Background: an optimization exercise with open tools, aiming at small area, a short achievable clock period and few clock cycles. Do not read the settings as production practice.
The RTL was checked by simulation tests, not by an equivalence proof against the original design.
No activity file was given, so power comes from the tool's default toggle rates.

== v6 ==
// tsd_core
module tsd_core #(
    parameter MEM_LIMIT = 32,           
    parameter INIT_CAPACITY = 4         
) (
    input  wire        clk,
    input  wire        rst,             
    input  wire        cmd_valid,
    output wire        cmd_ready,
    input  wire [31:0] cmd_data,
    output wire        rsp_valid,
    input  wire        rsp_ready,
    output wire [31:0] rsp_data,
    output wire        rsp_last,
    output wire        halted,
    output wire [31:0] halt_word
);
Size in the first run: roughly 80000 um2 of cells after synthesis.
==> flow/config.mk <==
export PLATFORM = sky130hd
export DESIGN_NAME = tsd_core
export DESIGN_NICKNAME = tsd_core
export VERILOG_FILES = /design/flow/design.v
export SDC_FILE = /design/flow/constraint.sdc
export NUM_CORES = 4
export LEC_CHECK = 0
export CAP_MARGIN = 20
export CORE_MARGIN = 2
export CORE_UTILIZATION = 40
export SLEW_MARGIN = 20
==> flow/constraint.sdc <==
create_clock -name core_clock -period 12.0 [get_ports {clk}]
set_input_delay 2.4000 -clock core_clock [delete_from_list [all_inputs] [get_ports {clk}]]
set_output_delay 2.4000 -clock core_clock [all_outputs]
set_load 0.01 [all_outputs]
standard.sh (not shown) runs the stock make flow with config.mk's settings and CLKGATE_MAP_FILE= SYNTH_SCRIPT=/design/flow/synth_recipe.tcl, a recipe that flattens the netlist after the stock synthesis.
==> flow/flow/run.sh <==
#!/bin/bash
set -euo pipefail
bash standard.sh SETUP_SLACK_MARGIN=8 TNS_END_PERCENT=30 finish > standard_flow.log 2>&1
Status v6: flow complete, layout not clean - capacitance limit, slew limit
Testbench counts of v6, summed over its fixed seeds: cycles 9,175.
Here is what was changed in the inputs of v7 compared with v6.
--- a/flow/design.v
+++ b/flow/design.v
@@ -107,24 +107,18 @@
                           (i_nmod == 2'd2 && cmd_data[15:0] != 16'd0) ||
                           (i_nmod == 2'd3 && cmd_data[7:0] != 8'd0);
     reg [31:0] mem [0:31];              
     reg [4:0]  ph, pt;                  
     reg [5:0]  sz;                      
     reg [5:0]  lt;                      
     reg [5:0]  cap;                     
     wire       cap_hi = cap[5] || (cap[4] && cap[3] && cap[2]);    
-    wire [31:0] th_ph, th_pt;                            
-    genvar ti;
-    generate
-        for (ti = 0; ti < 32; ti = ti + 1) begin : g_th
-            assign th_ph[ti] = ph > ti;
-            assign th_pt[ti] = pt > ti;
-        end
-    endgenerate
+    wire [31:0] th_ph = (32'd1 << ph) - 32'd1;           
+    wire [31:0] th_pt = (32'd1 << pt) - 32'd1;           
     wire [31:0] live  = (sz == 6'd0)  ? 32'd0 :
                         (ph < pt)     ? (~th_ph & th_pt) : (~th_ph | th_pt);
     wire [31:0] i_eq;
     genvar gi;
     generate
         for (gi = 0; gi < 32; gi = gi + 1) begin : g_eq
             assign i_eq[gi] = live[gi] && (mem[gi] == cmd_data);
         end
@@ -338,25 +332,36 @@
         end else if (a_w2) begin
             a_word  = (a_kind == K_MKWR) ? {bp[bp_rsel][23:0], a_c} : bp[bp_rsel];
             a_wlast = 1'b1;
         end else begin
             a_word  = mem[a_ptr];
             a_wlast = (a_cnt == 6'd1);
         end
     end
+    function in_region(input [4:0] x, input [4:0] p, input [5:0] n);
+        reg [4:0] d;
+        begin
+            d = x - p;
+            in_region = {1'b0, d} < n;
+        end
+    endfunction
     wire [4:0] pt1 = pt + 5'd1;
     reg danger_next;
     integer di;
     always @(*) begin
         danger_next = a_more && (a_kind == K_PULL || a_kind == K_PULLU) &&
-                      (pt == a_ptr || pt1 == a_ptr);
+                      (in_region(pt, a_ptr, a_cnt) || in_region(pt1, a_ptr, a_cnt));
         for (di = 0; di < WD; di = di + 1)
-            if (w_val[di] && ((w_kind[di] == K_PULL && w_q[di][5:0] != 6'd0) || w_kind[di] == K_PULLU) &&
-                (pt == w_q[di][10:6] || pt1 == w_q[di][10:6]))
+            if (w_val[di] && (w_kind[di] == K_PULL) &&
+                (in_region(pt, w_q[di][10:6], w_q[di][5:0]) || in_region(pt1, w_q[di][10:6], w_q[di][5:0])))
+                danger_next = 1'b1;
+            else if (w_val[di] && (w_kind[di] == K_PULLU) &&
+                (((pt - w_q[di][10:6]) <= (w_q[di][4:0] - w_q[di][10:6])) ||
+                 ((pt1 - w_q[di][10:6]) <= (w_q[di][4:0] - w_q[di][10:6]))))
                 danger_next = 1'b1;
     end
     assign rsp_valid = ob_v;
     assign rsp_data  = ob;
     assign rsp_last  = ob_last;
     assign halted    = halt_r;
     assign halt_word = {halt_r ? 8'hEE : 8'h00,
                         halt_r ? c_opc : 8'h00,
## What came out
- Summary across v6 and v7: the single failing run is v6.
- From the logs: v6 reached the end of the flow and failed the layout checks with capacitance limit, slew limit.
- Synthesized area per cell | v7 below v6
- Comparing pre-CTS worst setup slack for v6 and v7, the smaller number came from v6.
- Power grows slightly when moving from v6 to v7.
- v7 vs. v6: mux contribution to synthesized area went down, count of instances resized after the clock tree is built decreased 24.
- Of v6 and v7, the run reporting the higher synthesized cell count was v7.
- Final hold slack: v7 lower than v6
- Die area is lower on v6
- Cell area after layout | v7 above v6
- v7 vs v6 on maximum net fanout on the critical path: v7 is the lower one.
Testbench counts of v7, summed over its fixed seeds: cycles 9,175.

-- afterwards: timing with drivers on the ports --
The flow's constraints put no driver on any port. The routed layouts listed below were extracted and timed again, unchanged, in two steps. Step 1 sets driving cells, clkbuf_16 on the clock port and buf_2 on the other inputs (assumed; they add their load-dependent delay and slew). Step 2 also shifts input and output timing later by t, the mid clock arrival at the registers, as if the neighbouring blocks saw the same clock. a / b / c = ideal / step 1 / step 2; a / b = the first two.
run	t, ns	setup slack, ns	worst setup path after step 2	worst register clock-pin slew, ns
v6	0.931	7.490 / 7.404 / 6.923	input to register	0.07 / 0.07
v7	0.889	7.456 / 7.369 / 7.058	input to register	0.07 / 0.07
For v6, which loses most, drivers alone change the setup slack by -0.086 ns; drivers and shift together by -0.567 ns.
